This is an optimization exercise on Yosys and OpenROAD, whose aim is small area, not a production implementation.
Only simulation tests tie the RTL to the original design; equivalence was not proved.
The flow treats the clock pin as an ideal source, which a real chip does not have.
Power and IR drop assume default switching activity.

## the baseline
Design link_rx, start of the top module:
module link_rx #(
    parameter CNT_W = 12
) (
    input  wire              clk,
    input  wire              rst,
    input  wire              ser_valid,
    input  wire [7:0]        ser_data,
    input  wire              msg_valid,
    input  wire [7:0]        msg_data,
    input  wire              msg_last,
    input  wire [1:0]        msg_kind,
    input  wire [3:0]        stat_sel,
    output reg  [CNT_W-1:0]  stat_data,
    output reg               ser_pix_valid,
    output wire [7:0]        ser_pix_data,
    output wire              ser_evt_valid,
    output wire [1:0]        ser_evt_code,
    output wire [7:0]        ser_evt_ctr,
    output wire [7:0]        ser_evt_gap,
    output reg               msg_pix_valid,
    output wire [7:0]        msg_pix_data,
    output reg               msg_evt_valid,
    output wire [1:0]        msg_evt_kind,
    output reg  [1:0]        msg_evt_code,
    output wire [7:0]        msg_evt_ctr,
    output wire [7:0]        msg_evt_gap,
    output wire [103:0]      msg_evt_data
);
clock: 10.0 ns
lec_check: 0
cap_margin: 20
core_margin: 2
core_utilization: 75
slew_margin: 20
standard.sh (not shown) runs the stock make flow with config.mk's settings and CLKGATE_MAP_FILE= SYNTH_SCRIPT=/design/flow/synth_recipe.tcl, a recipe that flattens the netlist after the stock synthesis.
==> flow/flow/run.sh <==
#!/bin/bash
# Own layout flow. Steps, each with its full output in a log file here:
#  1. the standard synthesis (standard.sh synth), unchanged;
#  2. remap.sh: the combinational cells of that netlist re-mapped by ABC
#     with an area-oriented script; registers (and full adders) are
#     kept as they are, with their names and cell types;
#  3. the standard ORFS flow on the re-mapped netlist, with buf_1 port
#     buffers, a clock tree of clkbuf_4 without dummy loads (post_cts.tcl
#     upsizes any clock buffer whose flip-flops see a slow clock edge).
set -euo pipefail
here=$(pwd)
bash standard.sh synth > synth.log 2>&1
bash flow/remap.sh > remap.log 2>&1
bash standard.sh \
    "BUFFER_PORTS_ARGS=-buffer_cell sky130_fd_sc_hd__buf_1" \
    "CTS_ARGS=-sink_clustering_enable -repair_clock_nets -dont_use_dummy_load -buf_list sky130_fd_sc_hd__clkbuf_4 -sink_clustering_size 9 -sink_clustering_max_diameter 45" \
    "POST_CTS_TCL=$here/flow/post_cts.tcl" \
    finish > finish.log 2>&1
==> flow/flow/remap.sh <==
#!/bin/bash
# Re-map the combinational logic of the standard synthesis netlist with ABC.
set -euo pipefail
res=orfs/results/sky130hd/link_rx/base
lib=$FLOW_HOME/platforms/sky130hd/lib/sky130_fd_sc_hd__tt_025C_1v80.lib
yosys=$FLOW_HOME/../tools/install/yosys/bin/yosys
[ -x "$yosys" ] || yosys=yosys
dont_use=$(sed -n '/^export DONT_USE_CELLS/,/^#/p' $FLOW_HOME/platforms/sky130hd/config.mk \
    | grep -o 'sky130_fd_sc_hd__[a-z0-9_]*' | sed 's/^/-dont_use /' | tr '\n' ' ')
cp $res/1_2_yosys.v $res/1_2_yosys_std.v
# cells kept whole: registers and full adders (half adders are re-mapped)
keep=$(grep -o 'sky130_fd_sc_hd__\(dfxtp\|edfxtp\|dfrtp\|dfstp\|dfbbp\|sdfxtp\|dlx\|fa\)[a-z0-9_]*' \
    $res/1_2_yosys_std.v | sort -u | tr '\n' ' ')
cat > remap.ys <<EOS
read_liberty -ignore_miss_func $lib
blackbox $keep
read_verilog $res/1_2_yosys_std.v
hierarchy -top $FLOW_TOP
flatten
opt_clean
abc -liberty $lib $dont_use -script $(pwd)/flow/area.abc
opt_clean -purge
hilomap -singleton -hicell sky130_fd_sc_hd__conb_1 HI -locell sky130_fd_sc_hd__conb_1 LO
insbuf -buf sky130_fd_sc_hd__buf_4 A X
tee -o remap_stat.txt stat -liberty $lib
write_verilog -noattr -noexpr -nohex -nodec $res/1_2_yosys.v
EOS
$yosys -s remap.ys
rm -f $res/1_synth.odb $res/1_synth.sdc
Other scripts of this flow, unchanged in this note and not shown: flow/flow/area.abc, flow/flow/post_cts.tcl
The baseline finished every stage and its layout cleared the timing, DRC and antenna checks.
Changes in the candidate relative to the baseline:
- CORE_UTILIZATION now 40, was 75
-- flow/flow/run.sh --
<<< the baseline, line 3
#  1. the standard synthesis (standard.sh synth), unchanged;
#  2. remap.sh: the combinational cells of that netlist re-mapped by ABC
#     with an area-oriented script; registers (and full adders) are
#     kept as they are, with their names and cell types;
#  3. the standard ORFS flow on the re-mapped netlist, with buf_1 port
>>> the candidate, line 3
#  1. the standard synthesis (standard.sh synth), unchanged;
#  2. remap.sh: the combinational cells of that netlist re-mapped by ABC
#     with an area-oriented script; registers (and half/full adders) are
#     kept as they are, with their names and cell types;
#  3. the standard ORFS flow on the re-mapped netlist, with buf_1 port
-- flow/flow/remap.sh --
<<< the baseline, line 9
    | grep -o 'sky130_fd_sc_hd__[a-z0-9_]*' | sed 's/^/-dont_use /' | tr '\n' ' ')
cp $res/1_2_yosys.v $res/1_2_yosys_std.v
# cells kept whole: registers and full adders (half adders are re-mapped)
keep=$(grep -o 'sky130_fd_sc_hd__\(dfxtp\|edfxtp\|dfrtp\|dfstp\|dfbbp\|sdfxtp\|dlx\|fa\)[a-z0-9_]*' \
    $res/1_2_yosys_std.v | sort -u | tr '\n' ' ')
cat > remap.ys <<EOS
>>> the candidate, line 9
    | grep -o 'sky130_fd_sc_hd__[a-z0-9_]*' | sed 's/^/-dont_use /' | tr '\n' ' ')
cp $res/1_2_yosys.v $res/1_2_yosys_std.v
# cells kept whole: registers, half and full adders
keep=$(grep -o 'sky130_fd_sc_hd__\(dfxtp\|edfxtp\|dfrtp\|dfstp\|dfbbp\|sdfxtp\|dlx\|ha\|fa\)[a-z0-9_]*' \
    $res/1_2_yosys_std.v | sort -u | tr '\n' ' ')
cat > remap.ys <<EOS
Notes after the runs:
- Changes observed in the candidate relative to the baseline: routed wire length rose 2100 microns, final critical path time including I/O delays and setup fell 0.23 ns, synthesized cell count -48, hold slack shows a reduction of 0.016 ns, count of clock-buffer cells in the layout went up.
- The run showing the greater layout-stage area growth over the synthesis result is the candidate.
- The candidate: leakage power figure is 15% higher than what the baseline reported.
- The candidate has die span in y above what the baseline had.

-- re-timing with driven ports --
In the flow no input, the clock included, has a driving cell. The finished layouts below were timed again as built, in two steps.
Step 1 assumes that a clkbuf_16 drives the clock port and a buf_2 every other input.
Step 2 times the ports against the registers' clock, not the clock port: input delays grow and output delays shrink by t, the midpoint of the rising clock arrivals with the driver on.
Slacks: no drivers / after step 1 / after step 2; pairs: no drivers / after step 1.
run	shift t [ns]	setup slack, ns	worst data-port slew with drivers (ns)	cell pins on the clock port's net
the baseline	0.741	0.640 / 0.640 / 0.640	0.05	1
the candidate	0.818	0.873 / 0.873 / 0.873	0.08	1
After both steps every run listed still meets setup and hold.
